Source: an optimization exercise on an open RTL-to-GDS flow (aim: small area). Production flows keep margins and buffers that such runs may drop.
RTL that was checked went through simulation tests only; none was proved equivalent to the original.
Only the layout flow was run in runs 1 and 5; the RTL was not checked for function there.
No activity file was given, so power comes from the tool's default toggle rates.

`design/flow/design.v`:
```
module pn532_engine (
    input  wire        clk,
    input  wire        rst,
    input  wire        req_valid,
    output wire        req_ready,
    input  wire [1:0]  req_op,
    input  wire [31:0] req_timeout,
    output wire        res_valid,
    output reg  [7:0]  res_status,
    output reg  [7:0]  res_sub,
    output reg  [2:0]  res_phase,
    output reg  [3:0]  res_len,
    output wire [79:0] res_data,
    output wire        xw_valid,
    output reg  [7:0]  xw_data,
    output reg         xw_last,
    input  wire        xw_ready,
    input  wire        xw_done,
    input  wire        xw_fail,
    output wire        xr_req,
    output reg  [7:0]  xr_len,
    input  wire        rd_valid,
    input  wire [7:0]  rd_data,
    input  wire        rd_fail,
    output wire        ck_req,
    input  wire        ck_valid,
    input  wire [31:0] ck_ms
);
    localparam [1:0] C_BEGIN = 2'd0, C_GFV = 2'd1, C_SAM = 2'd2, C_INLPT = 2'd3;
    localparam [3:0] S_IDLE = 4'd0, S_WR = 4'd1, S_WRW = 4'd2, S_CKQ = 4'd3,
                     S_CKW = 4'd4, S_RDQ = 4'd5, S_RDW = 4'd6, S_FIN0 = 4'd7,
                     S_FIN = 4'd8;
    localparam [1:0] K_STAT = 2'd0, K_ACK = 2'd1, K_HDR = 2'd2, K_BODY = 2'd3;
    localparam [4:0] E_NONE = 5'd0,  E_NT = 5'd1,     E_WF = 5'd2,    E_RF = 5'd3,
                     E_TMO = 5'd4,   E_ACK = 5'd5,    E_START = 5'd6, E_LCS = 5'd7,
                     E_OVF = 5'd8,   E_POST = 5'd9,   E_SHORT = 5'd10, E_TFI = 5'd11,
                     E_DCS = 5'd12,  E_PROTO = 5'd13, E_SHAPE = 5'd14, E_COUNT = 5'd15,
                     E_TRUNC = 5'd16, E_UIDZ = 5'd17, E_PAST = 5'd18, E_CAP = 5'd19;
    reg [3:0]  st;
    reg [1:0]  rk;        
    reg        rsp;       
    reg [1:0]  cmd;
    reg [5:0]  cnt;       
    reg [5:0]  plen;      
    reg [7:0]  sum;
    reg        bad;       
    reg [4:0]  err;
    reg [3:0]  ulen;
    reg [79:0] r;
    wire is_gfv = !cmd[1];
    assign req_ready = (st == S_IDLE);
    assign xw_valid  = (st == S_WR);
    assign xr_req    = (st == S_RDQ);
    assign ck_req    = (st == S_CKQ);
    assign res_valid = (st == S_FIN) && (cnt == 6'd10);
    assign res_data  = r;
    always @(*) begin
        case (cnt[3:0])
            4'd2:  xw_data = 8'hFF;
            4'd3:  xw_data = is_gfv ? 8'h02 : (cmd == C_SAM) ? 8'h05 : 8'h04;
            4'd4:  xw_data = is_gfv ? 8'hFE : (cmd == C_SAM) ? 8'hFB : 8'hFC;
            4'd5:  xw_data = 8'hD4;
            4'd6:  xw_data = is_gfv ? 8'h02 : (cmd == C_SAM) ? 8'h14 : 8'h4A;
            4'd7:  xw_data = is_gfv ? 8'h2A : 8'h01;
            4'd8:  xw_data = (cmd == C_SAM) ? 8'h14 : 8'h00;
            4'd9:  xw_data = (cmd == C_SAM) ? 8'h01 : 8'hE1;
            4'd10: xw_data = (cmd == C_SAM) ? 8'h02 : 8'h00;
            default: xw_data = 8'h00;
        endcase
        xw_last = is_gfv ? (cnt[3:0] == 4'd8) :
                  (cmd == C_SAM) ? (cnt[3:0] == 4'd11) : (cnt[3:0] == 4'd10);
    end
    always @(*) begin
        case (rk)
            K_STAT: xr_len = 8'd1;
            K_ACK:  xr_len = 8'd7;
            K_HDR:  xr_len = 8'd6;
            default: xr_len = {2'b00, plen} + 8'd2;
        endcase
    end
    reg [3:0] n;    
    always @(*) begin
        res_status = 8'h82;
        res_sub    = 8'h00;
        res_phase  = rsp ? 3'd5 : 3'd3;
        n          = 4'd1;
        case (err)
            E_NONE:  begin res_status = 8'h00; res_phase = 3'd0;
                           n = is_gfv ? 4'd4 : (cmd == C_SAM) ? 4'd0 : ulen; end
            E_NT:    begin res_status = 8'h01; res_phase = 3'd0; n = 4'd0; end
            E_WF:    begin res_status = 8'h80; res_sub = 8'h01; res_phase = 3'd1; n = 4'd0; end
            E_RF:    begin res_status = 8'h80; res_sub = 8'h02; n = 4'd0; end
            E_TMO:   res_status = 8'h81;
            E_ACK:   begin res_sub = 8'h01; n = 4'd6; end
            E_START: begin res_sub = 8'h02; n = 4'd3; end
            E_LCS:   begin res_sub = 8'h03; n = 4'd2; end
            E_OVF:   begin res_status = 8'h84; res_sub = 8'h02; end
            E_POST:  res_sub = 8'h04;
            E_SHORT: res_sub = 8'h05;
            E_TFI:   res_sub = 8'h06;
            E_DCS:   res_sub = 8'h07;
            E_PROTO: res_status = 8'h83;
            E_SHAPE: res_sub = 8'h08;
            E_COUNT: res_sub = 8'h09;
            E_TRUNC: res_sub = 8'h0A;
            E_UIDZ:  begin res_sub = 8'h0B; n = 4'd0; end
            E_PAST:  res_sub = 8'h0C;
            default: begin res_status = 8'h84; res_sub = 8'h03; end    
        endcase
        res_len = n;
    end
    wire [7:0] b      = rd_data;
    wire       is_dcs = (cnt == plen);
    wire       is_post= bad;                    
    wire       b_exp  = (cnt[2:0] == 3'd3 || cnt[2:0] == 3'd5) ? (b != 8'hFF) : (b != 8'h00);
    wire       chk    = (cnt[2:0] != 3'd0) && (rk == K_ACK || cnt[2:0] <= 3'd3);
    wire       bad_n  = bad | ((rk == K_BODY) ? is_dcs : (chk & b_exp));
    wire [7:0] sum_n  = sum + b;                
    wire       noerr  = (err == E_NONE);
    wire [7:0] code1  = is_gfv ? 8'h03 : (cmd == C_SAM) ? 8'h15 : 8'h4B;
    wire [5:0] uoff   = cnt - 6'd8;
    wire [31:0] bound = !rsp ? 32'd50 : (cmd == C_INLPT) ? r[31:0] : 32'd100;
    wire [31:0] t0v   = r[63:32];
    wire [31:0] cs    = ck_ms ^ ~t0v ^ ~bound;
    wire [31:0] cc    = (ck_ms & ~t0v) | (ck_ms & ~bound) | (~t0v & ~bound);
    reg         c, ge;
    integer     k;
    always @(*) begin
        c = cs[1] | cc[0];
        for (k = 2; k < 32; k = k + 1)
            c = (cs[k] & cc[k-1]) | ((cs[k] | cc[k-1]) & c);
        ge = 1'b1;
        for (k = 0; k < 32; k = k + 1)
            ge = (ck_ms[k] & ~t0v[k]) | (~(ck_ms[k] ^ t0v[k]) & ge);
    end
    wire late = ge ? (cc[31] & c) : (cc[31] | c);
    reg push, load9;
    always @(*) begin
        push  = 1'b0;
        load9 = 1'b0;
        if (st == S_FIN && cnt != 6'd10) push = 1'b1;
        if (st == S_RDW && rd_valid) begin
            case (rk)
                K_STAT: load9 = 1'b1;
                K_ACK:  push = 1'b1;
                K_HDR:  begin
                    if (cnt[2:0] <= 3'd3) push = 1'b1;
                    else if (cnt[2:0] == 3'd4) push = !bad;
                    else push = !bad && (sum_n != 8'h00);
                end
                default: begin
                    if (is_post) load9 = (b != 8'h00);
                    else if (is_dcs) load9 = (sum_n != 8'h00) && err != E_SHORT && err != E_TFI;
                    else if (noerr) begin
                        case (cnt)
                            6'd0: load9 = (b != 8'hD5);
                            6'd1: load9 = (b != code1);
                            6'd2: begin
                                if (is_gfv) push = 1'b1;
                                else load9 = (b > 8'h01);
                            end
                            6'd3, 6'd4, 6'd5: push = is_gfv;
                            6'd7: load9 = (b != 8'h00);
                            default: push = (cmd == C_INLPT) && (cnt >= 6'd8) && (uoff < {2'b00, ulen});
                        endcase
                    end
                end
            endcase
        end
    end
    always @(posedge clk) begin
        if (st == S_IDLE)
            r[31:0] <= req_timeout;
        else if (st == S_CKW && ck_valid && rk != K_STAT)
            r[63:32] <= ck_ms;
        else if (push) begin
            r[79:72] <= (st == S_FIN) ? 8'h00 : b;
            r[71:32] <= r[79:40];
            if (rsp || st == S_FIN) r[31:0] <= r[39:8];
        end else if (load9)
            r[79:72] <= b;
    end
    always @(posedge clk) begin
        if (rst) begin
            st <= S_IDLE;
        end else begin
            case (st)
            S_IDLE: begin
                if (req_valid) begin
                    cmd <= req_op;
                    cnt <= 6'd0;
                    rsp <= 1'b0;
                    st  <= S_WR;
                end
            end
            S_WR: begin
                if (xw_ready) begin
                    cnt <= cnt + 6'd1;
                    if (xw_last) st <= S_WRW;
                end
            end
            S_WRW: begin
                if (xw_done) begin
                    if (xw_fail) begin
                        err <= E_WF;
                        st  <= S_FIN0;
                    end else begin
                        rk <= K_ACK;           
                        st <= S_CKQ;
                    end
                end
            end
            S_CKQ: st <= S_CKW;
            S_CKW: begin
                if (ck_valid) begin
                    rk <= K_STAT;
                    if (rk == K_STAT && late) begin
                        err <= E_TMO;
                        st  <= S_FIN0;
                    end else
                        st <= S_RDQ;
                end
            end
            S_RDQ: begin
                cnt <= 6'd0;
                bad <= 1'b0;
                sum <= 8'h00;
                st  <= S_RDW;
            end
            S_RDW: begin
                if (rd_fail) begin
                    err <= E_RF;
                    st  <= S_FIN0;
                end else if (rd_valid) begin
                    cnt <= cnt + 6'd1;
                    bad <= bad_n;
                    case (rk)
                    K_STAT: begin
                        if (b == 8'h01) begin
                            rk <= rsp ? K_HDR : K_ACK;
                            st <= S_RDQ;
                        end else
                            st <= S_CKQ;
                    end
                    K_ACK: begin
                        if (cnt[2:0] == 3'd6) begin
                            if (bad_n) begin
                                err <= E_ACK;
                                st  <= S_FIN0;
                            end else begin
                                rsp <= 1'b1;    
                                st  <= S_CKQ;
                            end
                        end
                    end
                    K_HDR: begin
                        if (cnt[2:0] == 3'd4) begin
                            plen <= b[5:0];
                            sum  <= sum_n;
                        end
                        if (cnt[2:0] == 3'd5) begin
                            if (bad_n) begin
                                err <= E_START;
                                st  <= S_FIN0;
                            end else if (sum_n != 8'h00) begin
                                err <= E_LCS;
                                st  <= S_FIN0;
                            end else if (sum > 8'd62) begin
                                err <= E_OVF;
                                st  <= S_FIN0;
                            end else begin
                                err <= (sum[7:1] == 7'd0) ? E_SHORT : E_NONE;
                                rk  <= K_BODY;
                                st  <= S_RDQ;
                            end
                        end
                    end
                    default: begin
                        if (!is_post && !is_dcs) sum <= sum_n;
                        if (is_post) begin
                            if (b != 8'h00) err <= E_POST;
                            if (b == 8'h00 && noerr && cmd == C_BEGIN) begin
                                cmd <= C_SAM;
                                cnt <= 6'd0;
                                rsp <= 1'b0;
                                st  <= S_WR;
                            end else
                                st  <= S_FIN0;
                        end else if (is_dcs) begin
                            if (sum_n != 8'h00 && err != E_SHORT && err != E_TFI) err <= E_DCS;
                        end else if (noerr) begin
                            case (cnt)
                            6'd0: if (b != 8'hD5) err <= E_TFI;
                            6'd1: begin
                                if (b != code1) err <= E_PROTO;
                                else if (is_gfv && plen != 6'd6) err <= E_SHAPE;
                                else if (cmd == C_INLPT && plen < 6'd3) err <= E_TRUNC;
                            end
                            6'd2: if (cmd == C_INLPT) begin
                                if (b == 8'h00) err <= E_NT;
                                else if (b != 8'h01) err <= E_COUNT;
                                else if (plen < 6'd8) err <= E_TRUNC;
                            end
                            6'd7: if (cmd == C_INLPT) begin
                                ulen <= b[3:0];
                                if (b == 8'h00) err <= E_UIDZ;
                                else if ({1'b0, b} + 9'd8 > {3'b000, plen}) err <= E_PAST;
                                else if (b > 8'd10) err <= E_CAP;
                            end
                            default: ;
                            endcase
                        end
                    end
                    endcase
                end
            end
            S_FIN0: begin
                cnt <= {2'b00, n};
                st  <= S_FIN;
            end
            S_FIN: begin
                if (cnt == 6'd10) st <= S_IDLE;
                else cnt <= cnt + 6'd1;
            end
            default: st <= S_IDLE;
            endcase
        end
    end
endmodule
```
`design/flow/flow/run.sh`:
```
#!/bin/bash
# Layout flow: the standard ORFS flow (standard.sh) with three changes:
#  - synthesis maps logic with an area-oriented ABC script (flow/abc_area.script);
#    the rest of the synthesis (registers, flattening, renaming) is ORFS's own;
#  - port buffers are sky130_fd_sc_hd__buf_1 instead of the flow's default pick;
#  - CTS uses no dummy loads.
# Every tool's output goes to a log file in this folder.
set -euo pipefail
here=$(pwd)
rm -rf "$here/scripts_area"
cp -r "$FLOW_HOME/scripts" "$here/scripts_area"
cp "$here/flow/abc_area.script" "$here/scripts_area/abc_area.script"
export SCRIPTS_DIR="$here/scripts_area"
export BUFFER_PORTS_ARGS="-buffer_cell sky130_fd_sc_hd__buf_1"
export CTS_ARGS="-sink_clustering_enable -repair_clock_nets -dont_use_dummy_load"
bash standard.sh > "$here/standard_flow.log" 2>&1
```
`design/flow/flow/abc_area.script`:
```
strash
dc2
dch -f
amap
strash
dch -f
amap
topo
stime -c
```
`design/flow/standard.sh`:
```
#!/bin/bash
# synth_recipe.tcl (not shown) runs the flow's synth.tcl, then flattens the netlist and writes it again
# the make line also repeats each setting of config.mk as NAME=value (left out here)
make -C /OpenROAD-flow-scripts/flow DESIGN_CONFIG=/design/flow/config.mk WORK_HOME=/design/flow/orfs CLKGATE_MAP_FILE= SYNTH_SCRIPT=/design/flow/synth_recipe.tcl "${@:-finish}"
```
`design/flow/config.mk`:
```
export PLATFORM = sky130hd
export DESIGN_NAME = pn532_engine
export DESIGN_NICKNAME = pn532_engine
export VERILOG_FILES = /design/flow/design.v
export SDC_FILE = /design/flow/constraint.sdc
export NUM_CORES = 4
export LEC_CHECK = 0
export ABC_AREA = 1
export CAP_MARGIN = 20
export CORE_MARGIN = 2
export CORE_UTILIZATION = 40
export SLEW_MARGIN = 20
```
`design/flow/constraint.sdc`:
```
create_clock -name core_clock -period 10.0 [get_ports {clk}]
set_input_delay 2.0000 -clock core_clock [delete_from_list [all_inputs] [get_ports {clk}]]
set_output_delay 2.0000 -clock core_clock [all_outputs]
set_load 0.01 [all_outputs]
```
==> reports/qor.csv, run 1 <==
stage;metric;value;unit
placed_design;Final HPWL DP;24000;µm
setup_path;WP data required;10.14;ns
cells_and_area;antenna diode count;0;
outcome;outcome;timing/DRC/antenna clean;
synth;Ys Warns;1;
cells_and_area;filler cell count;2229;
setup_path;FF-to-FF End;err[4];
power_and_ir_drop;peak supply drop;0.108;mV
cts;post_cts resized;0;
route;Remaining DRCs;0;
cts;Clock Tree Buf Depth;2;
cts;H-tree lvl count;4;
synth;Synth async-reset ratio;0;%
sta;setup tns final;0;ns
sta;Max Fclk;122;MHz
power_and_ir_drop;Overall Power;2.26;mW
synth;ys flop type;edfxtp_1;
setup_path;buffering stage count on the worst path with inverters included;1;
setup_path;Crit path max-delay family;compound AO/OA/AOI/OAI gates;
floorplanning;DIE HEIGHT;153;µm
cells_and_area;ratio of cells with drive above 1 in the final layout;2.43;%
synth;Synth Register Bits;119;
sta;Worst Max-Slew Pin Slew;1.10;ns
global_routing;initial antenna violation count;0;
min_path;Hold Path Origin;r[74];
power_and_ir_drop;pwr/cell area;214;nW/µm²
cts;clk sink count;119;
min_path;hold path endpoint;r[66];
floorplanning;core area;21900;µm²
placed_design;port bufs;198;
power_and_ir_drop;Logic pwr share;41.0;%
sta;fin crit period;8.22;ns
cts;Root Buffer;clkbuf_16;
min_path;worst hold path class;reg -> reg;
power_and_ir_drop;Static Leakage;3.67;nW
floorplanning;die width;153;µm
power_and_ir_drop;Sequential Power Share;36.9;%
synth;Synth cell types;49;
setup_path;Crit Path Max Fanout;11;
placed_design;DP Worst Slack;1.39;ns
cts;Hold Buf Count CTS;0;
synth;synthesized cell area;8940;µm²
min_path;hold-critical path depth;0;
power_and_ir_drop;Internal;1.33;mW
sta;Fin Clk Skew;0.0232;ns
cts;CTS tree;yes;
setup_path;Worst EP arrival;8.36;ns
setup_path;Reg2Reg Launch Point;cmd[1];
route;post-DR wirelength/cell;19.7;µm
global_routing;grt ovf;0;
global_routing;largest net degree at the start of global routing;59;
cts;setup bufs post-CTS;0;
route;DR pass1 iterations;9;
placed_design;GP Congestion;0.987;
global_routing;GRT Total Usage;25.2;%
sta;max-slew violations;0;
setup_path;kind of end point of the critical path;flop;
sta;endpoints failing hold;0;
synth;Mapped Cells;1011;
route;DR vias/cell;5.62;
floorplanning;Starting Density;40.8;%
setup_path;R2R Setup Slk;1.78;ns
cells_and_area;Final nets;1412;
cts;Worst-path clk slew;0.06;ns
route;WL final;29800;µm
power_and_ir_drop;clock share of power;22.1;%
sta;fin worst setup slack;1.78;ns
sta;RSZ-0062 raised after global routing;no;
route;DR vias;8506;
cts;cts bufs inserted;17;
power_and_ir_drop;Psw;0.926;mW
cts;Skew-Pair Late Insertion Delay;0.43;ns
route;DRT antenna net count;0;
floorplanning;io pins;208;
synth;Avg Synthesized Cell Area;8.84;µm²
setup_path;Reg2Reg Depth;57;
sta;period utilisation layout;82.2;%
sta;Slew HR;26.0;%
floorplanning;die area;23600;µm²
synth;register area share after synthesis;39.5;%
route;DRT iter0 DRCs;811;
setup_path;kind of critical path;reg -> reg;
setup_path;critical path's slowest cell;edfxtp_1;
setup_path;Startpoint Class;flop;
sta;Final setup viols;0;
global_routing;first-pass GRT wire length;45800;µm
setup_path;CP peak stage delay;0.58;ns
power_and_ir_drop;switch share;41.0;%
job;maxcap violations;0;
cells_and_area;Layout area overhead;17.8;%
floorplanning;# rows;54;
global_routing;number of global-route vias before repair;8150;
synth;EDFF count, synth;115;
==> kinds of logic (layout without fill, tap and decap cells) <==
| logic type | count (synthesis) | in the layout | share of synthesized area, % |
|---|---|---|---|
| compound gates | 243 | 243 | 17.9 |
| fa+ha+maj | 93 | 93 | 15.7 |
| simple gates | 416 | 416 | 20.6 |
| buf+inv | 139 | 354 | 6.22 |
| other cells | 1 | 9 | 0.0420 |
| flops | 119 | 119 | 39.5 |
==> synthesized netlist by cell type (2+ instances only) <==
library cell	count	area (µm²)
a41oi_1	2	17.5
nor4_1	10	62.6
a21boi_0	4	30.0
a2111oi_0	4	35.0
o21bai_1	3	22.5
ha_1	61	763
nor3_1	34	170
o22a_1	31	272
o221ai_1	7	61.3
or4_1	8	60.1
dfxtp_1	4	80.1
o31ai_1	2	15.0
nand2_1	94	353
a221oi_1	2	17.5
nor2_1	190	713
a22oi_1	3	22.5
o21ai_0	46	230
nor2b_1	32	200
a221o_1	4	40.0
a31oi_1	14	87.6
a311oi_1	2	17.5
nand4_1	5	31.3
a21o_1	3	22.5
o21a_1	17	128
or3_1	8	50.1
o311ai_0	2	17.5
nand3_1	21	105
clkinv_1	129	484
a21oi_1	65	325
o22ai_1	14	87.6
o211ai_1	2	15.0
or2_0	9	56.3
buf_4	9	67.6
fa_1	32	641
a222oi_1	2	20.0
edfxtp_1	115	3450
a211oi_1	9	67.6
==> state kept, by name (all words and copies together), names as in the netlist <==
name / count
bad: 1
cmd: 2
cnt: 6
err: 5
plen: 6
r: 80
rk: 2
rsp: 1
st: 4
sum: 8
ulen: 4
==> worst reg2reg max path: cells and delay by family, from the launching register on <==
family | cells | cell delay [ns]
flops | 1 | 0.58
fa+ha+maj | 1 | 0.45
compound gates | 35 | 4.31
simple gates | 20 | 2.12
buf+inv | 1 | 0.48
==> cells in the final DEF (no fill, tap or decap), drive strengths merged, types with 2 or more instances in the layout <==
cell type | synthesis | routed
dfxtp | 4 | 4
a21o | 3 | 3
o22a | 31 | 31
nor2b | 32 | 32
nor3 | 34 | 34
o21a | 17 | 17
or2 | 9 | 9
nand4 | 5 | 5
clkinv | 129 | 129
a221o | 4 | 4
a211oi | 9 | 9
a22oi | 3 | 3
ha | 61 | 61
nand2 | 94 | 94
nor4 | 10 | 10
o211ai | 2 | 2
nand3 | 21 | 21
a31oi | 14 | 14
o311ai | 2 | 2
a221oi | 2 | 2
or3 | 8 | 8
edfxtp | 115 | 115
a41oi | 2 | 2
clkbuf | 0 | 17
a222oi | 2 | 2
a21oi | 65 | 65
conb | 1 | 9
a21boi | 4 | 4
buf | 10 | 208
fa | 32 | 32
a311oi | 2 | 2
o31ai | 2 | 2
nor2 | 190 | 190
o221ai | 7 | 7
o22ai | 14 | 14
or4 | 8 | 8
a2111oi | 4 | 4
o21bai | 3 | 3
o21ai | 46 | 46
==> through the flow <==
| step | hold slack [ns] | utilization, % | instance area (µm²) | instances |
|---|---|---|---|---|
| floorplan | 0.499 | - | 8970 | 1019 |
| global placement | 0.460 | 46.0 | 10100 | 1496 |
| detailed placement | 0.463 | 46.0 | 10100 | 1496 |
| CTS | 0.478 | 48.0 | 10500 | 1513 |
| global route | 0.491 | 48.1 | 10500 | 1514 |
| finish | 0.470 | 48.1 | 10500 | 1514 |
==> how the worst max path moves through the flow <==
stage                   to  cells after the start  startpoint  slack, ns
finish              err[4]                     57      cmd[1]       1.78
global route         st[1]                     59      cmd[1]       0.83
CTS                 err[3]                     62    ck_ms[1]       1.80
detailed placement  err[0]                     62    ck_ms[1]       1.39
global placement    err[4]                     55    ck_ms[2]       1.56
floorplan            st[1]                     55    ck_ms[2]       2.29
==> power by group through the flow <==
| stage | Clock, mW | Sequential [mW] | Combinational [mW] |
|---|---|---|---|
| finish | 0.499 | 0.834 | 0.925 |
| global route | 0.526 | 0.846 | 1.02 |
| CTS | 0.504 | 0.838 | 0.903 |
| detailed placement | 0 | 0.847 | 0.899 |
| global placement | 0 | 0.844 | 0.888 |
| floorplan | 0 | 0.834 | 0.547 |
==> metal layers <==
metal | vias to the layer above | routed length (µm) | track usage [%] | part of all wire [%]
met5 | - | 0 | 0 | 0
met4 | 0 | 1030 | 9.00 | 3.4
met3 | 79 | 2170 | 5.84 | 7.3
met2 | 370 | 14100 | 41.9 | 47
met1 | 3995 | 12500 | 32.4 | 42
li1 | 4062 | - | - | -
==> final cells by class <==
type,count,area (µm²),area share (%)
Multi-Input combinational cell,761,4900,46.5
Sequential cell,119,3530,33.6
Timing Repair Buffer,208,838,7.96
Inverter,129,484,4.60
Clock buffer,17,425,4.04
Tap cell,280,350,3.33
==> run 2: changes to the inputs <==
--- a/design/flow/design.v
+++ b/design/flow/design.v
@@ -31,11 +31,11 @@
                      S_CKW = 4'd4, S_RDQ = 4'd5, S_RDW = 4'd6, S_FIN0 = 4'd7,
                      S_FIN = 4'd8;
     localparam [1:0] K_STAT = 2'd0, K_ACK = 2'd1, K_HDR = 2'd2, K_BODY = 2'd3;
-    localparam [4:0] E_NONE = 5'd0,  E_NT = 5'd1,     E_WF = 5'd2,    E_RF = 5'd3,
-                     E_TMO = 5'd4,   E_ACK = 5'd5,    E_START = 5'd6, E_LCS = 5'd7,
-                     E_OVF = 5'd8,   E_POST = 5'd9,   E_SHORT = 5'd10, E_TFI = 5'd11,
-                     E_DCS = 5'd12,  E_PROTO = 5'd13, E_SHAPE = 5'd14, E_COUNT = 5'd15,
-                     E_TRUNC = 5'd16, E_UIDZ = 5'd17, E_PAST = 5'd18, E_CAP = 5'd19;
+    localparam [4:0] E_NONE = 5'h00, E_NT = 5'h01, E_WF = 5'h02, E_RF = 5'h03,
+                     E_TMO = 5'h04, E_PROTO = 5'h05, E_OVF = 5'h06, E_CAP = 5'h07,
+                     E_ACK = 5'h11, E_START = 5'h12, E_LCS = 5'h13, E_POST = 5'h14,
+                     E_SHORT = 5'h15, E_TFI = 5'h16, E_DCS = 5'h17, E_SHAPE = 5'h18,
+                     E_COUNT = 5'h19, E_TRUNC = 5'h1A, E_UIDZ = 5'h1B, E_PAST = 5'h1C;
     reg [3:0]  st;
     reg [1:0]  rk;        
     reg        rsp;       
@@ -80,33 +80,33 @@
     end
     reg [3:0] n;    
     always @(*) begin
-        res_status = 8'h82;
-        res_sub    = 8'h00;
-        res_phase  = rsp ? 3'd5 : 3'd3;
-        n          = 4'd1;
-        case (err)
-            E_NONE:  begin res_status = 8'h00; res_phase = 3'd0;
-                           n = is_gfv ? 4'd4 : (cmd == C_SAM) ? 4'd0 : ulen; end
-            E_NT:    begin res_status = 8'h01; res_phase = 3'd0; n = 4'd0; end
-            E_WF:    begin res_status = 8'h80; res_sub = 8'h01; res_phase = 3'd1; n = 4'd0; end
-            E_RF:    begin res_status = 8'h80; res_sub = 8'h02; n = 4'd0; end
-            E_TMO:   res_status = 8'h81;
-            E_ACK:   begin res_sub = 8'h01; n = 4'd6; end
-            E_START: begin res_sub = 8'h02; n = 4'd3; end
-            E_LCS:   begin res_sub = 8'h03; n = 4'd2; end
-            E_OVF:   begin res_status = 8'h84; res_sub = 8'h02; end
-            E_POST:  res_sub = 8'h04;
-            E_SHORT: res_sub = 8'h05;
-            E_TFI:   res_sub = 8'h06;
-            E_DCS:   res_sub = 8'h07;
-            E_PROTO: res_status = 8'h83;
-            E_SHAPE: res_sub = 8'h08;
-            E_COUNT: res_sub = 8'h09;
-            E_TRUNC: res_sub = 8'h0A;
-            E_UIDZ:  begin res_sub = 8'h0B; n = 4'd0; end
-            E_PAST:  res_sub = 8'h0C;
-            default: begin res_status = 8'h84; res_sub = 8'h03; end    
-        endcase
+        res_phase = rsp ? 3'd5 : 3'd3;
+        n         = 4'd1;
+        if (err[4]) begin
+            res_status = 8'h82;
+            res_sub    = {4'h0, err[3:0]};
+            case (err[3:0])
+                4'h1: n = 4'd6;
+                4'h2: n = 4'd3;
+                4'h3: n = 4'd2;
+                4'hB: n = 4'd0;
+                default: n = 4'd1;
+            endcase
+        end else begin
+            res_status = 8'h00;
+            res_sub    = 8'h00;
+            case (err[2:0])
+                3'd0: begin res_status = 8'h00; res_phase = 3'd0;
+                            n = is_gfv ? 4'd4 : (cmd == C_SAM) ? 4'd0 : ulen; end
+                3'd1: begin res_status = 8'h01; res_phase = 3'd0; n = 4'd0; end
+                3'd2: begin res_status = 8'h80; res_sub = 8'h01; res_phase = 3'd1; n = 4'd0; end
+                3'd3: begin res_status = 8'h80; res_sub = 8'h02; n = 4'd0; end
+                3'd4: res_status = 8'h81;
+                3'd5: res_status = 8'h83;
+                3'd6: begin res_status = 8'h84; res_sub = 8'h02; end
+                default: begin res_status = 8'h84; res_sub = 8'h03; end
+            endcase
+        end
         res_len = n;
     end
     wire [7:0] b      = rd_data;
@@ -119,21 +119,19 @@
     wire       noerr  = (err == E_NONE);
     wire [7:0] code1  = is_gfv ? 8'h03 : (cmd == C_SAM) ? 8'h15 : 8'h4B;
     wire [5:0] uoff   = cnt - 6'd8;
-    wire [31:0] bound = !rsp ? 32'd50 : (cmd == C_INLPT) ? r[31:0] : 32'd100;
+    wire        bvar  = rsp && (cmd == C_INLPT);
+    wire [31:0] bound = !rsp ? 32'd50 : bvar ? r[31:0] : 32'd100;
     wire [31:0] t0v   = r[63:32];
     wire [31:0] cs    = ck_ms ^ ~t0v ^ ~bound;
     wire [31:0] cc    = (ck_ms & ~t0v) | (ck_ms & ~bound) | (~t0v & ~bound);
-    reg         c, ge;
+    reg         c;
     integer     k;
     always @(*) begin
         c = cs[1] | cc[0];
         for (k = 2; k < 32; k = k + 1)
             c = (cs[k] & cc[k-1]) | ((cs[k] | cc[k-1]) & c);
-        ge = 1'b1;
-        for (k = 0; k < 32; k = k + 1)
-            ge = (ck_ms[k] & ~t0v[k]) | (~(ck_ms[k] ^ t0v[k]) & ge);
     end
-    wire late = ge ? (cc[31] & c) : (cc[31] | c);
+    wire late = (cc[31] & c) | (bvar && r[31:0] == 32'd0);
     reg push, load9;
     always @(*) begin
         push  = 1'b0;
==> design/flow/flow/run.sh (replaced) <==
#!/bin/bash
# Layout flow: the standard ORFS flow (standard.sh) with three changes:
#  - synthesis maps logic with an area-oriented ABC script (flow/abc_area.script);
#    the rest of the synthesis (registers, flattening, renaming) is ORFS's own;
#  - port buffers are sky130_fd_sc_hd__buf_1 instead of the flow's default pick;
#  - CTS uses no dummy loads and clkbuf_8 buffers.
# Every tool's output goes to a log file in this folder.
set -euo pipefail
here=$(pwd)
rm -rf "$here/scripts_area"
cp -r "$FLOW_HOME/scripts" "$here/scripts_area"
cp "$here/flow/abc_area.script" "$here/scripts_area/abc_area.script"
export SCRIPTS_DIR="$here/scripts_area"
export BUFFER_PORTS_ARGS="-buffer_cell sky130_fd_sc_hd__buf_1"
export CTS_ARGS="-sink_clustering_enable -repair_clock_nets -dont_use_dummy_load -buf_list sky130_fd_sc_hd__clkbuf_8"
bash standard.sh > "$here/standard_flow.log" 2>&1
==> run 2 against run 1 <==
Compared with the run above: critical path type is now in -> reg; combinational power shrank 5.6%; global-route usage is 0.86 points higher; via count decreased by 6.6%; still clean; largest cell class unchanged; die area decreased by 8.2%; synthesized cell count is 11% lower; clock power shrank 36%; clock-buffer cell count did not move.
==> reports/qor.csv, run 2 <==
stage;metric;value;unit;change
synth;most numerous cell in the Yosys netlist;nor2_1;;
global_routing;initial antenna violation count;0;;unchanged
cells_and_area;commonest non-fill, non-tap cell in the layout;buf_1;;
route;WL final;28200;µm;-5.3%
synth;most frequent cells after synthesis;157 x nor2_1, 122 x clkinv_1, 115 x edfxtp_1;;
cells_and_area;filler cell count;2042;;-8.4%
global_routing;number of global-route vias before repair;7425;;-8.9%
setup_path;kind of critical path;in -> reg;;
cells_and_area;Finished Core Util;47.3;%;-0.82 points
power_and_ir_drop;pwr/cell area;215;nW/µm²;+0.20%
route;DR pass1 iterations;8;;-1
setup_path;kind of end point of the critical path;flop;;
global_routing;grt ovf;0;;unchanged
cells_and_area;design area;9530;µm²;-9.4%
floorplanning;# rows;52;;-3.7%
synth;Synth Register Bits;119;;unchanged
route;Remaining DRCs;0;;unchanged
cts;Worst-path clk slew;0.06;ns;about the same
cells_and_area;Layout area overhead;16.5;%;
synth;Synth cell types;46;;-6.1%
sta;Slew HR;25.0;%;-0.99 points
sta;fin crit period;8.32;ns;+0.0959 ns
floorplanning;die area;21600;µm²;-8.2%
placed_design;Final HPWL DP;22300;µm;-7.0%
global_routing;GRT Total Usage;26.1;%;+0.86 points
floorplanning;Starting Density;40.6;%;-0.26 points
sta;Worst Max-Slew Pin Slew;1.12;ns;+0.0234 ns
setup_path;WP data required;10.30;ns;+0.16 ns
floorplanning;core area;20200;µm²;-7.9%
placed_design;placement-stage cell area;9300;µm²;-7.7%
cts;clk sink count;119;;unchanged
sta;fin worst setup slack;1.68;ns;-0.0959 ns
cts;Skew-Pair Late Insertion Delay;0.44;ns;about the same
sta;Max Fclk;120;MHz;-1.2%
synth;ys flop type;edfxtp_1;;
route;post-DR wirelength/cell;20.2;µm;+2.7%
floorplanning;DIE HEIGHT;147;µm;-4.2%
min_path;worst hold path class;reg -> reg;;
setup_path;Startpoint Class;input port;;
synth;register area share after synthesis;43.2;%;+3.7 points
power_and_ir_drop;peak supply drop;0.0874;mV;-19%
outcome;outcome;timing/DRC/antenna clean;;
cts;Hold Buf Count CTS;0;;unchanged
floorplanning;die width;147;µm;-4.2%
synth;synthesized cell area;8180;µm²;-8.5%
cts;setup bufs post-CTS;0;;unchanged
cts;CTS tree;yes;;
job;maxcap violations;0;;unchanged
cells_and_area;Largest regs;r x80, sum x8;;
route;DR vias;7944;;-6.6%
synth;cell taking the most area after synthesis;edfxtp_1;;
synth;Avg Synthesized Cell Area;9.05;µm²;+2.4%
power_and_ir_drop;Static Leakage;3.10;nW;-15%
cells_and_area;Largest register FFs;80;;unchanged
synth;Ys Warns;1;;unchanged
synth;Synth area leaders;edfxtp_1 42%, fa_1 7.8%, nor2_1 7.2%, clkinv_1 5.6%, ha_1 4.6%;;
setup_path;critical path's slowest cell;fa_1;;
sta;endpoints failing hold;0;;unchanged
sta;WHS;0.444;ns;-0.0263 ns
cells_and_area;FF/Latch Area;3530;µm²;unchanged
power_and_ir_drop;Overall Power;2.05;mW;-9.3%
sta;period utilisation layout;83.2;%;+0.96 points
placed_design;GP Congestion;0.952;;-3.6%
cells_and_area;non-filler cells, final;1396;;-7.8%
setup_path;most frequent CP cell;o21ai_0;;
placed_design;port bufs;198;;unchanged
synth;Synth async-reset ratio;0;%;unchanged
setup_path;CP peak stage delay;0.44;ns;-0.14 ns
global_routing;first-pass GRT wire length;42900;µm;-6.3%
global_routing;largest net degree at the start of global routing;59;;unchanged
sta;max-slew violations;0;;unchanged
floorplanning;io pins;208;;unchanged
setup_path;Crit Path Max Fanout;2;;-9
sta;RSZ-0062 raised after global routing;no;;
cts;H-tree lvl count;4;;unchanged
route;DRT antenna net count;0;;unchanged
route;DRT iter0 DRCs;624;;-23%
synth;Mapped Cells;904;;-11%
synth;EDFF count, synth;115;;unchanged
sta;Final setup viols;0;;unchanged
cts;cts bufs inserted;17;;unchanged
cells_and_area;most frequent cells in the layout;198 x buf_1, 157 x nor2_1, 122 x clkinv_1;;
cells_and_area;ratio of cells with drive above 1 in the final layout;2.49;%;+0.056 points
setup_path;Worst EP arrival;8.62;ns;+0.26 ns
placed_design;placed insts;1379;;-7.8%
sta;setup tns final;0;ns;unchanged
cells_and_area;Final nets;1273;;-9.8%
cts;Root Buffer;clkbuf_8;;
cts;post_cts resized;0;;unchanged
cts;Clock Tree Buf Depth;2;;unchanged
cells_and_area;multi-input logic area;4160;µm²;-15%
placed_design;DP Worst Slack;1.31;ns;-0.0795 ns
sta;Fin Clk Skew;0.0263;ns;+0.00307 ns
route;DR vias/cell;5.69;;+1.3%
cells_and_area;register bank with the most flops;r;;
cells_and_area;antenna diode count;0;;unchanged
synth;Yosys top cell area share;42.2;%;+3.6 points
## run 2: cell count changes in the layout (fill, tap and decap cells not counted), sizes merged, moves of 6 or more
cell	delta
nor4	+7
o22a	-6
nor3	+10
or3	-6
ha	-31
nor2	-33
o21a	-9
clkinv	-7
nand2	-24
nor2b	-29
a221oi	+8
nand3	+21
## run 2: cell families (layout without fill, tap and decap cells)
kind of cell,after synthesis,in the layout,share of synthesized area [%]
AO/OA/AOI/OAI,229,229,18.4
AND/OR/NAND/NOR,361,361,19.5
flip-flops,119,119,43.2
buffers and inverters,132,346,6.52
other,1,9,0.0458
adder cells (fa/ha/maj),62,62,12.4
## run 2: critical path: cells and delay by family
family / cells / cell delay, ns
buffers and inverters: 1 / 0.15
adder cells (fa/ha/maj): 1 / 0.44
AND/OR/NAND/NOR: 20 / 1.49
AO/OA/AOI/OAI: 32 / 4.57
## run 2: final cells by class
type,count,area share [%]
Sequential cell,119,37.1
Multi-Input combinational cell,661,43.6
Tap cell,270,3.54
Clock buffer,17,2.45
Timing Repair Buffer,207,8.50
Inverter,122,4.80
## run 2: per-layer routing
metal  up-vias  GRT usage [%]  share of wire, %
li1       3726              -                 -
met1      3742           33.6                39
met2       417           44.7                50
met3        59           5.12               8.1
met4         0           7.98               2.9
met5         -              0                 0
## run 2: path summary, 6_finish.rpt
check | start | end | slack (ns) | cells past startpoint
max | ck_ms[1] | st[1] | 1.68 | 54
max reg2reg | cmd[1] | st[1] | 2.09 | 56
min reg2reg | r[76] | r[68] | 0.44 | 0
min | r[76] | r[68] | 0.44 | 0
## run 2: power breakdown
| group | switching (mW) | internal [mW] |
|---|---|---|
| clock network | 0.172 | 0.149 |
| registers | 0.135 | 0.719 |
| logic | 0.588 | 0.285 |
| total | 0.895 | 1.15 |
==> run 3: changes to the inputs <==
==> design/flow/flow/abc_area.script (replaced) <==
strash
&get -n
&deepsyn -T 30
&put
dch -f
amap
topo
stime -c
--- a/design/flow/config.mk
+++ b/design/flow/config.mk
@@ -8,5 +8,5 @@
 export ABC_AREA = 1
 export CAP_MARGIN = 20
 export CORE_MARGIN = 2
-export CORE_UTILIZATION = 40
+export CORE_UTILIZATION = 70
 export SLEW_MARGIN = 20
==> run 3 against run 2 <==
Compared with the run above: combinational power decreased by 3.0%; global-route usage increased by 17 points; clock-buffer cell count unchanged; critical path type unchanged.
==> reports/qor.csv, run 3 <==
stage;metric;value;unit;change
sta;Slew HR;34.8;%;+9.8 points
cts;Hold Buf Count CTS;0;;unchanged
route;DR vias;8351;;+5.1%
cts;CTS tree;yes;;
cells_and_area;register bank with the most flops;r;;
setup_path;buffering stage count on the worst path with inverters included;1;;unchanged
route;WL final;26400;µm;-6.5%
min_path;worst hold path class;reg -> reg;;
setup_path;Crit path max-delay family;compound AO/OA/AOI/OAI gates;;
synth;EDFF count, synth;115;;unchanged
synth;Synth async-reset ratio;0;%;unchanged
cts;setup bufs post-CTS;0;;unchanged
power_and_ir_drop;peak supply drop;0.162;mV;+86%
global_routing;first-pass GRT wire length;41300;µm;-3.9%
min_path;hold path endpoint;r[66];;
setup_path;R2R Setup Slk;3.13;ns;+1.04 ns
cts;Skew-Pair Late Insertion Delay;0.46;ns;+0.02 ns
placed_design;port bufs;198;;unchanged
cells_and_area;filler cell count;791;;-61%
floorplanning;DIE HEIGHT;111;µm;-24%
placed_design;placed insts;1230;;-11%
sta;Final setup viols;0;;unchanged
global_routing;largest net degree at the start of global routing;56;;-5.1%
synth;register area share after synthesis;43.7;%;+0.50 points
synth;Ys Warns;1;;unchanged
sta;period utilisation layout;72.1;%;-11 points
route;DRT antenna net count;0;;unchanged
setup_path;Reg2Reg Depth;41;;-27%
setup_path;Worst EP arrival;7.36;ns;-1.26 ns
cells_and_area;Final nets;1251;;-1.7%
synth;most frequent cells after synthesis;126 x clkinv_1, 124 x nor2_1, 115 x edfxtp_1;;
cells_and_area;Largest register FFs;80;;unchanged
sta;Fin Clk Skew;0.0285;ns;+0.00218 ns
sta;Max Fclk;139;MHz;+15%
sta;max-slew violations;0;;unchanged
synth;Synth cell types;49;;+6.5%
floorplanning;# rows;39;;-25%
floorplanning;die width;111;µm;-24%
setup_path;most frequent CP cell;nand2_1;;
sta;RSZ-0062 raised after global routing;no;;
synth;Synth Register Bits;119;;unchanged
floorplanning;io pins;208;;unchanged
sta;endpoints failing hold;0;;unchanged
route;Remaining DRCs;0;;unchanged
cts;Worst-path clk slew;0.05;ns;about the same
cells_and_area;multi-input logic area;4040;µm²;-2.8%
power_and_ir_drop;Static Leakage;3.08;nW;-0.73%
setup_path;CP peak stage delay;0.48;ns;+0.04 ns
cells_and_area;most frequent cells in the layout;198 x buf_1, 126 x clkinv_1, 123 x nor2_1;;
cells_and_area;antenna diode count;0;;unchanged
cells_and_area;Largest regs;r x80, sum x8;;
cells_and_area;FF/Latch Area;3530;µm²;unchanged
cts;post_cts resized;0;;unchanged
route;post-DR wirelength/cell;21.1;µm;+4.7%
sta;setup tns final;0;ns;unchanged
setup_path;Crit Path Max Fanout;5;;+3
setup_path;kind of end point of the critical path;flop;;
cts;clk sink count;119;;unchanged
sta;Worst Max-Slew Pin Slew;0.953;ns;-0.172 ns
setup_path;FF-to-FF End;err[2];;
route;DR pass1 iterations;7;;-1
global_routing;initial antenna violation count;0;;unchanged
global_routing;number of global-route vias before repair;7956;;+7.2%
sta;fin crit period;7.21;ns;-1.11 ns
route;DRT iter0 DRCs;1239;;+99%
synth;Synth area leaders;edfxtp_1 43%, fa_1 7.9%, clkinv_1 5.8%, nor2_1 5.8%, o21ai_0 5.3%;;
synth;synthesized cell area;8090;µm²;-1.1%
floorplanning;Starting Density;71.1;%;+31 points
setup_path;kind of critical path;in -> reg;;
floorplanning;die area;12400;µm²;-42%
synth;cell taking the most area after synthesis;edfxtp_1;;
placed_design;Final HPWL DP;19600;µm;-12%
cts;Clock Tree Buf Depth;2;;unchanged
setup_path;Reg2Reg Launch Point;cmd[1];;
cells_and_area;ratio of cells with drive above 1 in the final layout;2.36;%;-0.13 points
cells_and_area;Layout area overhead;14.6;%;
route;DR vias/cell;6.70;;+18%
cts;Root Buffer;clkbuf_8;;
power_and_ir_drop;pwr/cell area;218;nW/µm²;+1.4%
floorplanning;core area;11400;µm²;-44%
synth;Mapped Cells;883;;-2.3%
setup_path;WP data required;10.16;ns;-0.14 ns
global_routing;GRT Total Usage;43.3;%;+17 points
cells_and_area;commonest non-fill, non-tap cell in the layout;buf_1;;
synth;Avg Synthesized Cell Area;9.16;µm²;+1.2%
placed_design;GP Congestion;0.997;;+4.7%
min_path;hold-critical path depth;0;;unchanged
synth;most numerous cell in the Yosys netlist;clkinv_1;;
cts;H-tree lvl count;4;;unchanged
sta;WHS;0.452;ns;+0.00766 ns
setup_path;Startpoint Class;input port;;
synth;Yosys top cell area share;42.7;%;+0.49 points
job;maxcap violations;0;;unchanged
cells_and_area;non-filler cells, final;1247;;-11%
global_routing;grt ovf;0;;unchanged
synth;ys flop type;edfxtp_1;;
setup_path;critical path's slowest cell;fa_1;;
min_path;Hold Path Origin;r[74];;
outcome;outcome;timing/DRC/antenna clean;;
cts;cts bufs inserted;17;;unchanged
[run 3: cell families (layout without fill, tap and decap cells)]
group | count (synthesis) | count (layout) | share of synthesized area (%)
simple gates | 328 | 328 | 17.7
buf+inv | 136 | 349 | 6.78
other cells | 1 | 9 | 0.0464
compound gates | 237 | 237 | 19.2
flops | 119 | 119 | 43.7
fa+ha+maj | 62 | 62 | 12.6
[run 3: layout make-up]
cell class	count	area share (%)
multi-input cells	636	43.6
flip-flops and latches	119	38.1
repair buffers	206	8.67
inverters	126	5.10
clock buffers	17	2.53
well taps	143	1.93
[run 3: metal layers]
layer,GRT usage (%),vias up,share of wire [%]
met5,0,-,0
met4,27.0,0,7.5
met1,50.7,3774,33
met3,10.6,180,12
met2,72.3,771,47
li1,-,3626,-
[run 3: how the worst max path moves through the flow]
stage                     cells after the start  startpoint      to
after CTS                                    38    ck_ms[2]  err[2]
after global routing                         38    ck_ms[2]  err[4]
after floorplan                              37    ck_ms[2]  err[0]
final                                        38    ck_ms[2]  err[2]
after global placement                       38    ck_ms[2]  err[3]
after detailed placement                     38    ck_ms[2]  err[2]
[run 3: metrics by stage]
step	utilization, %	setup WS [ns]	area [µm²]	power (mW)
finish	81.5	2.79	9270	2.02
global route	81.5	2.31	9270	2.11
CTS	81.5	2.98	9270	1.98
detailed placement	79.4	2.66	9030	1.66
global placement	79.4	2.85	9030	1.63
floorplan	-	3.43	8120	1.33
[run 3: power breakdown]
| part | switching, mW | internal, mW |
|---|---|---|
| Clock | 0.171 | 0.149 |
| Sequential | 0.134 | 0.717 |
| Combinational | 0.571 | 0.276 |
| Total | 0.875 | 1.14 |
==> run 4: changes to the inputs <==
==> design/flow/flow/run.sh (replaced) <==
#!/bin/bash
# Layout flow: the standard ORFS flow (standard.sh) with three changes:
#  - synthesis maps logic with an area-oriented ABC script (flow/abc_area.script);
#    the rest of the synthesis (registers, flattening, renaming) is ORFS's own;
#  - port buffers are sky130_fd_sc_hd__buf_1 instead of the flow's default pick;
#  - CTS uses no dummy loads.
# Every tool's output goes to a log file in this folder.
set -euo pipefail
here=$(pwd)
rm -rf "$here/scripts_area"
cp -r "$FLOW_HOME/scripts" "$here/scripts_area"
cp "$here/flow/abc_area.script" "$here/scripts_area/abc_area.script"
export SCRIPTS_DIR="$here/scripts_area"
export BUFFER_PORTS_ARGS="-buffer_cell sky130_fd_sc_hd__buf_1"
export CTS_ARGS="-sink_clustering_enable -repair_clock_nets -dont_use_dummy_load"
bash standard.sh > "$here/standard_flow.log" 2>&1
==> design/flow/flow/abc_area.script (replaced) <==
strash
dc2
dch -f
amap
strash
dch -f
amap
topo
stime -c
--- a/design/flow/config.mk
+++ b/design/flow/config.mk
@@ -8,5 +8,5 @@
 export ABC_AREA = 1
 export CAP_MARGIN = 20
 export CORE_MARGIN = 2
-export CORE_UTILIZATION = 70
+export CORE_UTILIZATION = 40
 export SLEW_MARGIN = 20
==> run 4 against run 3 <==
Compared with the run above: still clean on timing, DRC and antenna; area after synthesis grew 1.2%; register-to-register slack lost 1.1 ns; cell count grew 12%; flip-flop and latch count is the same; worst hold slack lost 0.011 ns; cell area grew 5.0%; global-route usage shrank 17 points; fmax shrank 14%; non-clock buffer count grew 1; clock skew shrank 0.0083 ns; routed wire length grew 7.4%; core utilization shrank 33 points; largest cell class unchanged; largest power group is now combinational cells.
==> reports/qor.csv, run 4 <==
stage;metric;value;unit;change
outcome;outcome;timing/DRC/antenna clean;;
cts;clk sink count;119;;unchanged
setup_path;Startpoint Class;input port;;
setup_path;WP data required;10.29;ns;+0.13 ns
sta;setup tns final;0;ns;unchanged
cells_and_area;antenna diode count;0;;unchanged
power_and_ir_drop;pwr/cell area;228;nW/µm²;+4.8%
route;DR vias/cell;5.65;;-16%
synth;Synth area leaders;edfxtp_1 42%, fa_1 7.8%, nor2_1 7.2%, clkinv_1 5.6%, ha_1 4.6%;;
cells_and_area;Largest regs;r x80, sum x8;;
sta;endpoints failing hold;0;;unchanged
cells_and_area;most frequent cells in the layout;198 x buf_1, 157 x nor2_1, 122 x clkinv_1;;
power_and_ir_drop;switch share;41.5;%;-1.8 points
synth;Ys Warns;1;;unchanged
global_routing;met2 global-route usage;44.6;%;-28 points
sta;Slew HR;25.8;%;-9.0 points
sta;period utilisation layout;83.4;%;+11 points
synth;Yosys top cell area share;42.2;%;-0.49 points
floorplanning;# rows;52;;+33%
placed_design;Final HPWL DP;22300;µm;+14%
power_and_ir_drop;Overall Power;2.22;mW;+10%
cts;post_cts resized;0;;unchanged
global_routing;number of global-route vias before repair;7448;;-6.4%
synth;Avg Synthesized Cell Area;9.05;µm²;-1.2%
synth;Synth async-reset ratio;0;%;unchanged
power_and_ir_drop;Psw;0.922;mW;+5.3%
floorplanning;DIE HEIGHT;147;µm;+32%
sta;Fin Clk Skew;0.0202;ns;-0.00829 ns
setup_path;Worst EP arrival;8.64;ns;+1.28 ns
global_routing;gr busiest metal;met2;;
power_and_ir_drop;Sequential Power Share;38.5;%;-3.7 points
cells_and_area;Finished Core Util;48.2;%;-33 points
floorplanning;core area;20200;µm²;+77%
synth;most numerous cell in the Yosys netlist;nor2_1;;
sta;max-slew violations;0;;unchanged
cts;Root Buffer;clkbuf_16;;
sta;Worst Max-Slew Pin Slew;1.11;ns;+0.160 ns
global_routing;largest net degree at the start of global routing;59;;+5.4%
cts;Worst-path clk slew;0.05;ns;about the same
sta;Final setup viols;0;;unchanged
setup_path;most frequent CP cell;o21ai_0;;
route;DR pass1 iterations;5;;-2
placed_design;port bufs;198;;unchanged
cells_and_area;FF/Latch Area;3530;µm²;unchanged
floorplanning;io pins;208;;unchanged
cells_and_area;ratio of cells with drive above 1 in the final layout;2.49;%;+0.13 points
sta;Max Fclk;120;MHz;-14%
power_and_ir_drop;Logic pwr share;39.4;%;-2.6 points
route;DR vias;7886;;-5.6%
cells_and_area;Final nets;1273;;+1.8%
cells_and_area;multi-input logic area;4160;µm²;+2.9%
synth;most frequent cells after synthesis;157 x nor2_1, 122 x clkinv_1, 115 x edfxtp_1;;
min_path;worst hold path class;reg -> reg;;
global_routing;grt ovf;0;;unchanged
setup_path;CP peak stage delay;0.44;ns;-0.04 ns
power_and_ir_drop;clock share of power;22.1;%;+6.3 points
global_routing;M3 GR Usage;4.94;%;-5.6 points
floorplanning;die width;147;µm;+32%
synth;Synth cell types;46;;-6.1%
global_routing;GRT Total Usage;26.2;%;-17 points
global_routing;first-pass GRT wire length;42900;µm;+3.9%
cts;H-tree lvl count;4;;unchanged
cts;Hold Buf Count CTS;0;;unchanged
synth;cell taking the most area after synthesis;edfxtp_1;;
route;DRT iter0 DRCs;713;;-42%
power_and_ir_drop;Internal;1.30;mW;+14%
power_and_ir_drop;peak supply drop;0.141;mV;-13%
global_routing;initial antenna violation count;0;;unchanged
cells_and_area;filler cell count;2024;;+160%
placed_design;GP Congestion;0.952;;-4.5%
synth;EDFF count, synth;115;;unchanged
setup_path;critical path's slowest cell;fa_1;;
cells_and_area;commonest non-fill, non-tap cell in the layout;buf_1;;
setup_path;Crit Path Max Fanout;2;;-3
cells_and_area;Largest register FFs;80;;unchanged
floorplanning;die area;21600;µm²;+74%
setup_path;kind of end point of the critical path;flop;;
route;WL final;28300;µm;+7.4%
cells_and_area;register bank with the most flops;r;;
floorplanning;Starting Density;40.6;%;-31 points
cts;Clock Tree Buf Depth;2;;unchanged
synth;Mapped Cells;904;;+2.4%
global_routing;grt met1 use;33.7;%;-17 points
route;DRT antenna net count;0;;unchanged
synth;Synth Register Bits;119;;unchanged
route;post-DR wirelength/cell;20.3;µm;-4.0%
setup_path;kind of critical path;in -> reg;;
cts;CTS tree;yes;;
cts;Skew-Pair Late Insertion Delay;0.42;ns;-0.04 ns
cts;cts bufs inserted;17;;unchanged
route;Remaining DRCs;0;;unchanged
synth;ys flop type;edfxtp_1;;
sta;fin crit period;8.34;ns;+1.14 ns
power_and_ir_drop;Static Leakage;3.19;nW;+3.6%
cells_and_area;Layout area overhead;18.9;%;
cts;setup bufs post-CTS;0;;unchanged
sta;RSZ-0062 raised after global routing;no;;
job;maxcap violations;0;;unchanged
synth;synthesized cell area;8180;µm²;+1.2%
synth;register area share after synthesis;43.2;%;-0.50 points
[run 4: cell count changes after synthesis, moves of 9 or more]
cell,previous run,this run
o22a_1,3,25
nor4_1,8,17
a22o_1,24,0
nand2_1,96,70
nor3_1,30,44
a21oi_1,35,65
nor2_1,124,157
o21ai_0,86,49
[run 4: stage by stage]
| step | hold WS (ns) | instance area (µm²) | instances | setup slack [ns] |
|---|---|---|---|---|
| after floorplan | 0.477 | 8210 | 912 | 2.21 |
| after global placement | 0.441 | 9300 | 1379 | 1.39 |
| after detailed placement | 0.433 | 9300 | 1379 | 1.31 |
| after CTS | 0.443 | 9730 | 1396 | 1.70 |
| after global routing | 0.457 | 9730 | 1396 | 0.907 |
| final | 0.440 | 9730 | 1396 | 1.66 |
[run 4: power by group through the flow]
stage          clock network (mW)  registers (mW)  logic (mW)
6_report                    0.490           0.856       0.874
5_1_grt                     0.512           0.867       0.975
4_1_cts                     0.495           0.852       0.870
3_5_place_dp                    0           0.862       0.865
3_3_place_gp                    0           0.863       0.860
2_1_floorplan                   0           0.852       0.522
[run 4: cell type report]
cell class                 instances  area share [%]
multi-input combinational        661            42.8
sequential                       119            36.3
timing repair buffer             207            8.34
inverter                         122            4.71
clock buffer                      17            4.37
tap                              270            3.47
[run 4: worst paths after layout]
check | end | slack (ns) | from | cells after the start
hold / removal | r[68] | 0.44 | r[76] | 0
setup reg to reg | st[1] | 2.06 | cmd[1] | 56
setup / recovery | st[1] | 1.66 | ck_ms[1] | 54
hold reg to reg | r[68] | 0.44 | r[76] | 0
[run 4: cell families after synthesis]
group	share of synthesized area, %
AO/OA/AOI/OAI	18.4
adder cells (fa/ha/maj)	12.4
buffers and inverters	6.52
flip-flops	43.2
other	0.0458
AND/OR/NAND/NOR	19.5
[run 4: worst max-delay path, delay by kind of cell]
family                   cells  cell delay, ns
AND/OR/NAND/NOR             20            1.48
AO/OA/AOI/OAI               32            4.59
buffers and inverters        1            0.15
adder cells (fa/ha/maj)      1            0.44
[run 4: per-layer routing]
metal	up-vias	wire length, µm	share of wire [%]
met5	-	0	0
met2	363	14000	49
met4	0	949	3.3
met3	63	2140	7.5
met1	3733	11300	40
li1	3727	-	-
==> run 5: changes to the inputs <==
--- a/design/flow/design.v
+++ b/design/flow/design.v
@@ -29,7 +29,7 @@
     localparam [1:0] C_BEGIN = 2'd0, C_GFV = 2'd1, C_SAM = 2'd2, C_INLPT = 2'd3;
     localparam [3:0] S_IDLE = 4'd0, S_WR = 4'd1, S_WRW = 4'd2, S_CKQ = 4'd3,
                      S_CKW = 4'd4, S_RDQ = 4'd5, S_RDW = 4'd6, S_FIN0 = 4'd7,
-                     S_FIN = 4'd8;
+                     S_FIN = 4'd8, S_LD = 4'd9, S_ACC = 4'd10;
     localparam [1:0] K_STAT = 2'd0, K_ACK = 2'd1, K_HDR = 2'd2, K_BODY = 2'd3;
     localparam [4:0] E_NONE = 5'h00, E_NT = 5'h01, E_WF = 5'h02, E_RF = 5'h03,
                      E_TMO = 5'h04, E_PROTO = 5'h05, E_OVF = 5'h06, E_CAP = 5'h07,
@@ -48,7 +48,7 @@
     reg [3:0]  ulen;
     reg [79:0] r;
     wire is_gfv = !cmd[1];
-    assign req_ready = (st == S_IDLE);
+    assign req_ready = (st == S_ACC);
     assign xw_valid  = (st == S_WR);
     assign xr_req    = (st == S_RDQ);
     assign ck_req    = (st == S_CKQ);
@@ -136,7 +136,7 @@
     always @(*) begin
         push  = 1'b0;
         load9 = 1'b0;
-        if (st == S_FIN && cnt != 6'd10) push = 1'b1;
+        if ((st == S_FIN && cnt != 6'd10) || st == S_LD) push = 1'b1;
         if (st == S_RDW && rd_valid) begin
             case (rk)
                 K_STAT: load9 = 1'b1;
@@ -167,14 +167,12 @@
         end
     end
     always @(posedge clk) begin
-        if (st == S_IDLE)
-            r[31:0] <= req_timeout;
-        else if (st == S_CKW && ck_valid && rk != K_STAT)
+        if (st == S_CKW && ck_valid && rk != K_STAT)
             r[63:32] <= ck_ms;
         else if (push) begin
-            r[79:72] <= (st == S_FIN) ? 8'h00 : b;
+            r[79:72] <= (st == S_RDW) ? b : (st == S_LD && cnt[5:2] == 4'd0) ? req_timeout[8*cnt[1:0] +: 8] : 8'h00;
             r[71:32] <= r[79:40];
-            if (rsp || st == S_FIN) r[31:0] <= r[39:8];
+            if (rsp || st != S_RDW) r[31:0] <= r[39:8];
         end else if (load9)
             r[79:72] <= b;
     end
@@ -184,12 +182,18 @@
         end else begin
             case (st)
             S_IDLE: begin
-                if (req_valid) begin
-                    cmd <= req_op;
-                    cnt <= 6'd0;
-                    rsp <= 1'b0;
-                    st  <= S_WR;
-                end
+                cnt <= 6'd0;
+                if (req_valid) st <= S_LD;
+            end
+            S_LD: begin
+                cnt <= cnt + 6'd1;
+                if (cnt == 6'd9) st <= S_ACC;
+            end
+            S_ACC: begin
+                cmd <= req_op;
+                cnt <= 6'd0;
+                rsp <= 1'b0;
+                st  <= S_WR;
             end
             S_WR: begin
                 if (xw_ready) begin
==> design/flow/flow/run.sh (replaced) <==
#!/bin/bash
# Layout flow: the standard ORFS flow (standard.sh) with three changes:
#  - synthesis maps logic with an area-oriented ABC script (flow/abc_area.script);
#    the rest of the synthesis (registers, flattening, renaming) is ORFS's own;
#  - port buffers are sky130_fd_sc_hd__buf_1 instead of the flow's default pick;
#  - CTS uses no dummy loads and clkbuf_8 buffers.
# Every tool's output goes to a log file in this folder.
set -euo pipefail
here=$(pwd)
rm -rf "$here/scripts_area"
cp -r "$FLOW_HOME/scripts" "$here/scripts_area"
cp "$here/flow/abc_area.script" "$here/scripts_area/abc_area.script"
export SCRIPTS_DIR="$here/scripts_area"
export BUFFER_PORTS_ARGS="-buffer_cell sky130_fd_sc_hd__buf_1"
export CTS_ARGS="-sink_clustering_enable -repair_clock_nets -dont_use_dummy_load -buf_list sky130_fd_sc_hd__clkbuf_8"
bash standard.sh > "$here/standard_flow.log" 2>&1
==> design/flow/flow/abc_area.script (replaced) <==
strash
&get -n
&deepsyn -T 30
&put
dch -f
amap
topo
stime -c
--- a/design/flow/config.mk
+++ b/design/flow/config.mk
@@ -8,5 +8,5 @@
 export ABC_AREA = 1
 export CAP_MARGIN = 20
 export CORE_MARGIN = 2
-export CORE_UTILIZATION = 40
+export CORE_UTILIZATION = 70
 export SLEW_MARGIN = 20
==> run 5 against run 4 <==
Compared with the run above: cell area shrank 6.1%; total power shrank 0.15%; clock skew grew 0.0033 ns; clock power shrank 34%; fmax grew 9.6%; clock-buffer cell count is the same; global-route usage grew 20 points; sequential power grew 6.5%; largest cell class unchanged.
==> reports/qor.csv, run 5 <==
stage;metric;value;unit;change
power_and_ir_drop;peak supply drop;0.201;mV;+43%
placed_design;GP Congestion;1.02;;+6.9%
synth;most frequent cells after synthesis;130 x clkinv_1, 127 x nor2_1, 115 x edfxtp_1;;
sta;period utilisation layout;76.2;%;-7.3 points
setup_path;Crit path max-delay family;compound AO/OA/AOI/OAI gates;;
setup_path;WP data required;10.07;ns;-0.22 ns
global_routing;GRT Total Usage;46.0;%;+20 points
cells_and_area;Largest register FFs;80;;unchanged
power_and_ir_drop;Static Leakage;3.03;nW;-5.2%
cells_and_area;design area;9130;µm²;-6.1%
sta;fin worst setup slack;2.39;ns;+0.728 ns
cells_and_area;commonest non-fill, non-tap cell in the layout;buf_1;;
floorplanning;DIE HEIGHT;111;µm;-25%
route;DR vias/cell;6.97;;+23%
route;DRT antenna net count;0;;unchanged
route;Remaining DRCs;0;;unchanged
setup_path;Worst EP arrival;7.69;ns;-0.95 ns
route;WL final;28200;µm;-0.61%
setup_path;kind of end point of the critical path;flop;;
placed_design;DP Worst Slack;2.54;ns;+1.23 ns
cts;Clock Tree Buf Depth;2;;unchanged
synth;Yosys top cell area share;43.3;%;+1.1 points
global_routing;first-pass GRT wire length;43800;µm;+2.1%
cts;cts bufs inserted;17;;unchanged
placed_design;placed insts;1202;;-13%
route;WL met2;13200;µm;-5.8%
sta;max-slew violations;0;;unchanged
cells_and_area;FF/Latch Area;3530;µm²;unchanged
global_routing;grt ovf;0;;unchanged
synth;most numerous cell in the Yosys netlist;clkinv_1;;
sta;Max Fclk;131;MHz;+9.6%
sta;endpoints failing hold;0;;unchanged
setup_path;critical path's slowest cell;a221oi_1;;
synth;synthesized cell area;7970;µm²;-2.6%
synth;Ys Warns;1;;unchanged
sta;Slew HR;32.6;%;+6.8 points
setup_path;most frequent CP cell;nand2_1;;
global_routing;number of global-route vias before repair;8265;;+11%
sta;fin crit period;7.62;ns;-0.729 ns
global_routing;initial antenna violation count;0;;unchanged
cts;Worst-path clk slew;0.07;ns;+0.02 ns
synth;Mapped Cells;860;;-4.9%
setup_path;kind of critical path;in -> reg;;
route;DRT met1 WL;9060;µm;-20%
setup_path;Crit Path Max Fanout;5;;+3
placed_design;port bufs;198;;unchanged
route;post-DR wirelength/cell;23.1;µm;+14%
cells_and_area;Largest regs;r x80, sum x8;;
cells_and_area;Final nets;1226;;-3.7%
cts;H-tree lvl count;4;;unchanged
setup_path;CP peak stage delay;0.81;ns;+0.37 ns
cts;setup bufs post-CTS;0;;unchanged
cells_and_area;ratio of cells with drive above 1 in the final layout;2.22;%;-0.26 points
synth;register area share after synthesis;44.3;%;+1.1 points
route;Top Metal Used;met4;;
cells_and_area;Finished Core Util;83.2;%;+35 points
cells_and_area;antenna diode count;0;;unchanged
job;maxcap violations;0;;unchanged
cells_and_area;Layout area overhead;14.6;%;
floorplanning;die width;111;µm;-25%
cells_and_area;non-filler cells, final;1219;;-13%
placed_design;placement-stage cell area;8900;µm²;-4.3%
floorplanning;# rows;38;;-27%
floorplanning;Starting Density;72.6;%;+32 points
synth;Synth async-reset ratio;0;%;unchanged
cts;clk sink count;119;;unchanged
synth;Synth cell types;50;;+8.7%
route;DR vias;8493;;+7.7%
synth;EDFF count, synth;115;;unchanged
sta;WHS;0.433;ns;-0.00707 ns
floorplanning;io pins;208;;unchanged
global_routing;largest net degree at the start of global routing;57;;-3.4%
power_and_ir_drop;Overall Power;2.22;mW;-0.15%
cts;Skew-Pair Late Insertion Delay;0.47;ns;+0.05 ns
synth;Avg Synthesized Cell Area;9.27;µm²;+2.4%
route;DR pass1 iterations;6;;+1
sta;RSZ-0062 raised after global routing;no;;
sta;setup tns final;0;ns;unchanged
synth;Synth Register Bits;119;;unchanged
sta;Final setup viols;0;;unchanged
cts;Hold Buf Count CTS;0;;unchanged
cells_and_area;register bank with the most flops;r;;
cells_and_area;multi-input logic area;3920;µm²;-5.9%
synth;cell taking the most area after synthesis;edfxtp_1;;
route;DRT iter0 DRCs;1649;;+130%
synth;ys flop type;edfxtp_1;;
cts;post_cts resized;0;;unchanged
floorplanning;core area;11000;µm²;-46%
cells_and_area;filler cell count;644;;-68%
route;met3 routed WL;3830;µm;+79%
cells_and_area;most frequent cells in the layout;198 x buf_1, 130 x clkinv_1, 127 x nor2_1;;
cts;Root Buffer;clkbuf_8;;
synth;Synth area leaders;edfxtp_1 43%, fa_1 8.0%, clkinv_1 6.1%, nor2_1 6.0%, ha_1 4.7%;;
cts;CTS tree;yes;;
power_and_ir_drop;pwr/cell area;243;nW/µm²;+6.3%
setup_path;buffering stage count on the worst path with inverters included;1;;unchanged
outcome;outcome;timing/DRC/antenna clean;;
min_path;worst hold path class;reg -> reg;;
placed_design;Final HPWL DP;21000;µm;-5.8%
setup_path;Startpoint Class;input port;;
floorplanning;die area;12300;µm²;-43%
sta;Worst Max-Slew Pin Slew;1.01;ns;-0.107 ns
sta;Fin Clk Skew;0.0235;ns;+0.00332 ns
run 5: cell types whose count changed in the layout (fill, tap and decap cells not counted), sizes merged, moves of 7 or more:
cell	previous run	this run
nor3	44	31
clkinv	122	130
nand3	42	19
nand2	70	87
o221ai	3	16
nor4	17	7
o22a	25	1
nor2	157	127
a22oi	2	9
a22o	0	8
run 5: metal layers:
metal	up-vias	track usage, %
met4	0	29.6
met5	-	0
met1	3835	55.4
met3	219	11.7
li1	3549	-
met2	890	73.9
run 5: kinds of logic (layout without fill, tap and decap cells):
kind of cell,Yosys count,after routing,synth area share (%)
buffers and inverters,140,351,7.02
and+or+nand+nor,308,308,16.8
adders and majority gates,62,62,12.7
AOI/OAI and AO/OA,230,230,19.1
other,1,9,0.0470
DFF,119,119,44.3
run 5: where the power goes:
part	internal [mW]	switching (mW)	total (mW)
Combinational	0.319	0.662	0.982
Sequential	0.747	0.165	0.912
Clock	0.149	0.175	0.323
Total	1.21	1.00	2.22
run 5: worst reg2reg max path: cells and delay by family (launching register included):
family,cells,cell delay [ns]
simple gates,13,1.80
compound gates,24,3.94
buf+inv,1,0.41
flops,1,0.50
fa+ha+maj,1,0.25
run 5: path summary, 6_finish.rpt:
| path | depth (start not counted) | startpoint | slack [ns] | end |
|---|---|---|---|---|
| max reg2reg | 39 | cmd[1] | 2.76 | err[3] |
| max | 37 | ck_ms[2] | 2.39 | err[3] |
| min reg2reg | 0 | r[77] | 0.43 | r[69] |
| min | 0 | r[77] | 0.43 | r[69] |
run 5: final cells by class:
class / count / area share [%]
clock buffer: 17 / 2.56
inverter: 130 / 5.34
multi-input combinational: 609 / 42.9
sequential: 119 / 38.7
tap: 140 / 1.92
timing repair buffer: 204 / 8.63

## what the ideal ports hide
How much do the figures lean on ideal ports? The routed layouts below were timed once more, with nothing changed but the port constraints. Step 1 assumes that a clkbuf_16 drives the clock port and a buf_2 every other input. Step 2 adds t to the input delays and takes it off the output delays; t is the mean of the earliest and latest rising clock arrival at the registers after step 1. Input paths then give back, and output paths get back, about the clock's delay inside the block. Slacks: ideal ports / drivers / drivers and shift; pairs: ideal ports / drivers.
run | t (ns) | slack for setup (ns) | slew at the worst register clock pin (ns)
run 1 | 0.461 | 1.779 / 1.779 / 1.365 | 0.06 / 0.06
run 2 | 0.465 | 1.683 / 1.698 / 1.233 | 0.08 / 0.08
run 3 | 0.480 | 2.794 / 2.806 / 2.327 | 0.07 / 0.07
run 4 | 0.457 | 1.656 / 1.675 / 1.218 | 0.06 / 0.06
run 5 | 0.490 | 2.385 / 2.398 / 1.908 | 0.07 / 0.07
After both steps setup and hold are still met in every run listed. The setup slack of run 5, which loses most, moves by +0.013 ns with the drivers and by -0.477 ns with both steps.
